This design comes from an exercise in tuning for small area, a short achievable clock period and few clock cycles per item on the open sky130 flow, not from production work. In this exercise RTL edits were held to simulation tests only and were not proved equivalent to the original. Power and IR drop assume default switching activity.

==> flow/design.v <==
module irb_rng (
    input  wire         clk,
    input  wire         rst,           
    input  wire         cmd_valid,
    output wire         cmd_ready,
    input  wire [31:0]  cmd_word,
    input  wire [127:0] seed_in,
    input  wire [128:0] a_in,          
    input  wire [128:0] b_in,          
    input  wire [31:0]  cnt_in,
    input  wire [511:0] h_in,
    output reg          res_valid,
    output reg  [3:0]   res_op,
    output reg  [127:0] res_value,
    output wire [31:0]  status
);
    localparam [3:0] OP_NEXT    = 4'h6;
    localparam [3:0] OP_RSTREAM = 4'h7;
    localparam [3:0] OP_RHASH   = 4'h8;
    localparam [3:0] C_OK       = 4'd0;
    localparam [3:0] C_PARAM    = 4'd1;
    localparam [3:0] C_UNSEEDED = 4'd3;
    localparam [3:0] C_ILLEGAL  = 4'd4;
    localparam [2:0] ST_IDLE  = 3'd0;
    localparam [2:0] ST_CHECK = 3'd1;    
    localparam [2:0] ST_LEN   = 3'd2;    
    localparam [2:0] ST_DRAW  = 3'd3;    
    localparam [2:0] ST_HASH  = 3'd4;    
    localparam [2:0] ST_WAIT  = 3'd5;    
    reg [2:0]   state;
    reg         rdy;
    reg         seeded;
    reg [3:0]   st_code;
    reg         st_depr;
    reg [255:0] w;           
    reg [6:0]   p;           
    reg         refill;      
    reg [7:0]   s;           
    reg [7:0]   nb;          
    reg         enforce;
    reg         nx_go;       
    reg         is_hash;
    reg [128:0] a_q;         
    reg [128:0] b_q;         
    reg [31:0]  cnt_left;
    reg [511:0] h_q;
    reg [9:0]   hcnt;
    reg [127:0] bits;        
    reg         v3, l3;
    reg [127:0] r;           
    reg         v4, l4;
    assign cmd_ready = rdy;
    assign status    = {26'd0, seeded, st_depr, st_code};
    wire [3:0]  opc      = cmd_word[31:28];
    wire [10:0] n_imm    = cmd_word[10:0];
    wire dec_seed    = (opc == 4'h5) && (cmd_word[27:0]  == 28'd0);
    wire dec_next    = (opc == 4'h6) && (cmd_word[27:12] == 16'd0);
    wire dec_rstream = (opc == 4'h7) && (cmd_word[27:0]  == 28'd0);
    wire dec_rhash   = (opc == 4'h8) && (cmd_word[27:0]  == 28'd0);
    wire next_bad_n  = (n_imm == 11'd0) || (n_imm > 11'd128);
    wire accept      = cmd_valid && rdy;
    wire [128:0] diff   = b_q - a_q;
    wire         bad    = a_q[128] | b_q[128] | diff[128];
    reg [7:0] dlen;
    integer k;
    always @(*) begin
        dlen = 8'd1;
        for (k = 0; k < 128; k = k + 1)
            if (b_q[k]) dlen = k[7:0] + 8'd1;
    end
    reg [127:0] gen;
    integer g;
    always @(*) begin
        for (g = 0; g < 128; g = g + 1) begin
            gen[g] = w[128 + g] ^ ((g + 1 < 128) ? w[129 + g] : gen[g - 127])
                               ^ ((g + 2 < 128) ? w[130 + g] : gen[g - 126])
                               ^ ((g + 7 < 128) ? w[135 + g] : gen[g - 121]);
        end
    end
    wire [7:0] u = ~s;
    wire [255:0] rv;
    genvar gi;
    generate
        for (gi = 0; gi < 256; gi = gi + 1) begin : g_rev
            assign rv[gi] = w[255 - gi];
        end
    endgenerate
    wire [254:0] sh7 = u[7] ? {127'd0, rv[255:128]} : rv[254:0];
    wire [190:0] sh6 = u[6] ? sh7[254:64] : sh7[190:0];
    wire [158:0] sh5 = u[5] ? sh6[190:32] : sh6[158:0];
    wire [142:0] sh4 = u[4] ? sh5[158:16] : sh5[142:0];
    wire [134:0] sh3 = u[3] ? sh4[142:8]  : sh4[134:0];
    wire [130:0] sh2 = u[2] ? sh3[134:4]  : sh3[130:0];
    wire [128:0] sh1 = u[1] ? sh2[130:2]  : sh2[128:0];
    wire [127:0] sh0 = u[0] ? sh1[128:1]  : sh1[127:0];
    reg [127:0] dmask, dtop;
    integer mi;
    always @(*) begin
        for (mi = 0; mi < 128; mi = mi + 1) begin
            dmask[mi] = (mi < nb);
            dtop[mi]  = (mi == nb - 1);
        end
    end
    wire [127:0] drawn = sh0 & dmask;
    wire draw = nx_go || (state == ST_DRAW);
    wire [128:0] x_in  = (state == ST_HASH) ? {r, h_q[511]} : {1'b0, bits};
    wire [129:0] x_sub = {1'b0, x_in} + {1'b0, ~b_q};
    wire [127:0] x_red = x_sub[129] ? x_sub[127:0] : x_in[127:0];
    wire [127:0] sum = a_q[127:0] + r;
    always @(posedge clk) begin
        res_valid <= 1'b0;
        v3        <= 1'b0;
        v4        <= 1'b0;
        nx_go     <= 1'b0;
        if (rst) begin
            state   <= ST_IDLE;
            rdy     <= 1'b1;
            seeded  <= 1'b0;
            st_code <= C_OK;
            st_depr <= 1'b0;
            refill  <= 1'b0;
        end else begin
            if (rdy) begin
                a_q      <= a_in;
                b_q      <= b_in;
                cnt_left <= cnt_in;
                h_q      <= h_in;
            end
            if (accept && dec_seed) begin
                w[255:128] <= seed_in;
                p          <= 7'd0;
                refill     <= 1'b1;
            end else if (refill || (draw && s[7])) begin
                w          <= {gen, w[255:128]};
                refill     <= 1'b0;
                if (draw) p <= s[6:0];
            end else if (draw) begin
                p <= s[6:0];
            end
            if (draw) begin
                s <= {1'b0, s[6:0]} + nb;
            end
            if (accept) begin
                st_depr <= 1'b0;
                if (dec_seed) begin
                    seeded  <= 1'b1;
                    st_code <= C_OK;
                end else if (dec_next) begin
                    if (next_bad_n)
                        st_code <= C_PARAM;
                    else if (!seeded)
                        st_code <= C_UNSEEDED;
                    else begin
                        st_code <= C_OK;
                        s       <= {1'b0, p} + n_imm[7:0];
                        nb      <= n_imm[7:0];
                        enforce <= cmd_word[11];
                        nx_go   <= 1'b1;
                        rdy     <= 1'b0;
                    end
                end else if (dec_rstream || dec_rhash) begin
                    is_hash <= dec_rhash;
                    state   <= ST_CHECK;
                    rdy     <= 1'b0;
                end else begin
                    st_code <= C_ILLEGAL;
                end
            end
            if (nx_go) begin
                res_valid <= 1'b1;
                res_op    <= OP_NEXT;
                res_value <= drawn | (enforce ? dtop : 128'd0);
                rdy       <= 1'b1;
            end
            case (state)
            ST_CHECK: begin
                st_depr <= is_hash;
                if (bad) begin
                    st_code <= C_PARAM;
                    state   <= ST_IDLE;
                    rdy     <= 1'b1;
                end else if (!is_hash && !seeded) begin
                    st_code <= C_UNSEEDED;
                    state   <= ST_IDLE;
                    rdy     <= 1'b1;
                end else if (!is_hash && cnt_left == 32'd0) begin
                    st_code <= C_OK;
                    state   <= ST_IDLE;
                    rdy     <= 1'b1;
                end else begin
                    st_code <= C_OK;
                    b_q     <= diff;
                    state   <= ST_LEN;
                end
            end
            ST_LEN: begin
                nb    <= dlen;
                s     <= {1'b0, p} + dlen;
                r     <= 128'd0;
                hcnt  <= 10'd512;
                state <= is_hash ? ST_HASH : ST_DRAW;
            end
            ST_DRAW: begin
                cnt_left <= cnt_left - 32'd1;
                if (cnt_left == 32'd1)
                    state <= ST_WAIT;
            end
            ST_HASH: begin
                h_q  <= {h_q[510:0], 1'b0};
                r    <= x_red;
                hcnt <= hcnt - 10'd1;
                if (hcnt == 10'd1) begin
                    v4    <= 1'b1;
                    l4    <= 1'b1;
                    state <= ST_WAIT;
                end
            end
            default: ;
            endcase
            if (state == ST_DRAW) begin
                bits <= drawn;
                v3   <= 1'b1;
                l3   <= (cnt_left == 32'd1);
            end
            if (v3) begin
                r  <= x_red;
                v4 <= 1'b1;
                l4 <= l3;
            end
            if (v4) begin
                res_valid <= 1'b1;
                res_op    <= is_hash ? OP_RHASH : OP_RSTREAM;
                res_value <= sum;
                if (l4) begin
                    rdy   <= 1'b1;
                    state <= ST_IDLE;
                end
            end
        end
    end
endmodule
==> flow/run.sh <==
#!/bin/bash
# synth_recipe.tcl (not shown) runs the flow's synth.tcl, then flattens the netlist and writes it again
# the make line also repeats each setting of config.mk as NAME=value (left out here)
make -C /OpenROAD-flow-scripts/flow DESIGN_CONFIG=/design/flow/config.mk WORK_HOME=/design/flow/orfs CLKGATE_MAP_FILE= SYNTH_SCRIPT=/design/flow/synth_recipe.tcl finish
==> flow/config.mk <==
export PLATFORM = sky130hd
export DESIGN_NAME = irb_rng
export DESIGN_NICKNAME = irb_rng
export VERILOG_FILES = /design/flow/design.v
export SDC_FILE = /design/flow/constraint.sdc
export NUM_CORES = 4
export LEC_CHECK = 0
export CAP_MARGIN = 20
export CORE_MARGIN = 2
export CORE_UTILIZATION = 40
export SLEW_MARGIN = 20
==> flow/constraint.sdc <==
create_clock -name core_clock -period 8.0 [get_ports {clk}]
set_input_delay 1.6000 -clock core_clock [delete_from_list [all_inputs] [get_ports {clk}]]
set_output_delay 1.6000 -clock core_clock [all_outputs]
set_load 0.01 [all_outputs]
==> results_dict.tcl <==
set metrics [dict create \
    cts_buffers 178 \
    grt_pass1_vias 88270 \
    num_rows 187 \
    r2r-start "state[0]$_SDFF_PP0_" \
    p_clk_frac 0.390 \
    ctsLongestPathBuffers 3 \
    power.density_nw_per_um2 173.4 \
    hpwlAfterDp_mm 334.5 \
    holdPathEnd "h_q[425]$_DFFE_PP_" \
    seqPwrFrac 0.422 \
    hp-class "reg2reg" \
    post-route-min-period_ns 6.964 \
    reg2reg_slack_ns 1.04 \
    syn_inst 11640 \
    drv_cap 0 \
    antenna_found_initial 69 \
    cp_slowest_stage_delay_ns 0.79 \
    grt_max_degree 248 \
    gp_congestion 1.045 \
    numPortBuffers 1103 \
    p_int_uw 15260 \
    drive_gt1_frac 0.05596 \
    met3WireLength_mm 33.17 \
    peakVddDrop_v 0.0002171 \
    clk_pin_slew_ns 0.08 \
    root_buffer "clkbuf_16" \
    yosys_warnings 1 \
    cellLeakagePower_uw 0.05024 \
    pin_count 1131 \
    clock_latency_ns 0.89 \
    cts_tree "done" \
    cp_max_fo 52 \
    regArea_um2 44790 \
    drv_slew 0 \
    viasPerCell 5.853 \
    cp_slowest_cell "or3b_4" \
    route.met2.wl_mm 190.8 \
    ys_seq_elements 1496 \
    path_class "reg2reg" \
    ys.flop_type "edfxtp_1" \
    fin_util 0.4801 \
    status "no timing/DRC/antenna violations" \
    post_cts_buffers 0 \
    setup_viol 0 \
    fmax_mhz 143.6 \
    swShare 0.2929 \
    grt_pass1_wl_mm 607.7 \
    cts_hold_buf 0 \
    r2r_cells 19 \
    multi_input_area_um2 55450 \
    netlist_area_um2 104200 \
    grtUsageTotal 0.3095 \
    cp-start-kind "flip-flop" \
    synth_top_area_cell "edfxtp_1" \
    synth_edf_count 1482 \
    cts_resized 0 \
    final_antenna_net_count 0 \
    drt_iter0_drc 11220 \
    grt_setup_unrepaired "false" \
    async_flop_share 0 \
    synth.most_common_cell "nand2_1" \
    hold_viol_final 0 \
    synthTopCellsByArea "edfxtp_1, nand2_1, a21oi_1" \
    drt-total-wl_mm 427.9 \
    seq_area_frac_synth 0.4298 \
    die_area_um2 264600 \
    synthDistinctLibCells 110 \
    die_h_um 514.4 \
    hold_depth 2 \
    setup.worst_path.start "state[0]$_SDFF_PP0_" \
    worstReg2RegEnd "r[4]$_DFFE_PP_" \
    highest_layer "met5" \
    switchingPower_uw 6321 \
    yosysTopAreaCellShare 0.4271 \
    vias 93670 \
    layout.nets 13800 \
    numClockSinks 1496 \
    synthToLayoutAreaGrowth_pct 19.44 \
    crit_path_frequent_cell "o21ai_0" \
    wire_per_inst_um 26.74 \
    worstMarginPinSlew_ns 1.223 \
    fin_worst_skew_ns 0.08378 \
    cts_max_level 4 \
    drc 0 \
    fin_crit_sh 0.8705 \
    die_w_um 514.4 \
    setup_tns_ns 0 \
    p_comb_frac 0.189 \
    firstDrtPassIters 6 \
    wl_met1_mm 185.9 \
    worstPathRequired_ns 8.58 \
    fill_cells 24560 \
    synth.avg_cell_area_um2 8.952 \
    endpoint_kind "flip-flop" \
    overflow 0 \
    slew_headroom 0.1850 \
    synth_common_cells "nand2_1, edfxtp_1, a21oi_1" \
    hold_path_startpoint "h_q[424]$_DFFE_PP_" \
    start_util 0.4020 \
    crit_chain "or3b_4 > o21ai_0 > ha_1 > o21ai_0 > o21ai_0 > a41oi_1 > o21bai_1 > a31oi_4 > o22ai_2 > a221oi_2 > a21boi_1 > o21bai_4 > a21oi_2 > o211ai_2 > a21oi_2 > o32a_2 > buf_12 > mux2i_1 > nor2_1" \
    coreArea_um2 259200 \
    cp.arrival_ns 7.54 \
]
power groups by stage:
stage / Clock [µW] / Sequential [µW] / Combinational (µW)
finish: 8410 / 9100 / 4070
global route: 8800 / 9110 / 4360
CTS: 8520 / 9090 / 3970
detailed placement: 0 / 9250 / 3950
global placement: 0 / 9250 / 3940
floorplan: 0 / 9190 / 2420
worst max-delay path by stage:
stage / cells after the start / to / slack (ns)
after floorplan: 2 / h_q[0]$_SDFFCE_PP0P_ / -2.53
after global placement: 19 / r[4]$_DFFE_PP_ / 1.34
after detailed placement: 19 / r[4]$_DFFE_PP_ / 1.15
after CTS: 19 / r[4]$_DFFE_PP_ / 1.16
after global routing: 19 / r[4]$_DFFE_PP_ / 0.76
final: 19 / r[4]$_DFFE_PP_ / 1.04
routing by layer:
layer  GRT usage  vias to the layer above
li1            -                    43050
met1      0.4324                    45590
met2      0.4786                     4320
met3     0.04964                      690
met4      0.1207                       20
met5           0                        -
cell usage in the layout (no fill, tap or decap), drive strengths merged, types with 66 or more instances in the layout:
cell type	instances
nand2	2761
clkinv	85
mux2i	512
and3	72
nand3	129
nor3	132
o21bai	92
inv	403
a21oi	1095
o21ai	530
clkbuf	210
nand4	66
buf	146
edfxtp	1482
xor2	165
xnor2	556
ha	410
nor2	929
a31oi	66
a211oi	265
a21o	283
clkdlybuf4s50	1102
mux2	113
state kept, by name, summed over array words and instances, names as in the netlist, 7 cells and up:
register / flops
p: 7
h_q: 512
res_value: 128
bits: 128
nb: 8
a_q: 129
w: 256
r: 128
hcnt: 10
b_q: 129
cnt_left: 32
s: 8
critical path: cells and delay by family (launching register included):
family | cells | cell delay (ns)
AOI/OAI and AO/OA | 14 | 4.10
and+or+nand+nor | 2 | 0.84
DFF | 1 | 0.59
adders and majority gates | 1 | 0.40
buffers and inverters | 1 | 0.30
muxes | 1 | 0.21
layout make-up:
type	count	share of cell area
Multi-Input combinational cell	9097	0.4455
Sequential cell	1496	0.3599
Timing Repair Buffer	1248	0.09994
Clock buffer	210	0.03675
Tap cell	3402	0.03420
Inverter	397	0.01201
Clock inverter	114	0.01096
Antenna cell	40	0.0008042
kinds of logic after synthesis:
kind of cell,Yosys count,share of synthesized area
multiplexers,666,0.07025
other,1,0.00003599
adder cells (fa/ha/maj),416,0.05038
AND/OR/NAND/NOR,4444,0.1761
buffers and inverters,1074,0.04157
AO/OA/AOI/OAI,2823,0.1712
flip-flops,1496,0.4298
XOR/XNOR,721,0.06067
through the flow:
step | std cells | total power, µW | area, µm² | setup WS, ns | hold slack, ns
2_1_floorplan | 11670 | 11610 | 104400 | -2.533 | 0.4244
4_1_cts | 15960 | 21580 | 124300 | 1.157 | 0.4910
5_1_grt | 16000 | 22270 | 124400 | 0.7632 | 0.5041
6_report | 16000 | 21580 | 124500 | 1.036 | 0.4909
3_3_place_gp | 15640 | 13180 | 118300 | 1.335 | 0.4767
3_5_place_dp | 15640 | 13200 | 118400 | 1.151 | 0.4737
Testbench counts, summed over its fixed seeds: cycles 24,087, items 15,011.

## separate check: timing with driven ports
Ports are ideal in the flow. The routed layout listed here was re-timed in OpenROAD. Step 1, drivers: a clkbuf_16 drives clk and a buf_2 each remaining input, both assumed. Step 2 also shifts input and output timing later by t, the mid clock arrival at the registers, as if the neighbouring blocks saw the same clock. Three values: ideal, step 1, step 2; two values: the first two.
shift t [ns]: 0.947
slack for setup (ns): 1.036 / 1.036 / 1.036
pins driven straight from the clock port: 1
After both steps setup and hold are still met in this run. The setup slack of this run moves by 0.000 ns with the drivers and by 0.000 ns with both steps.
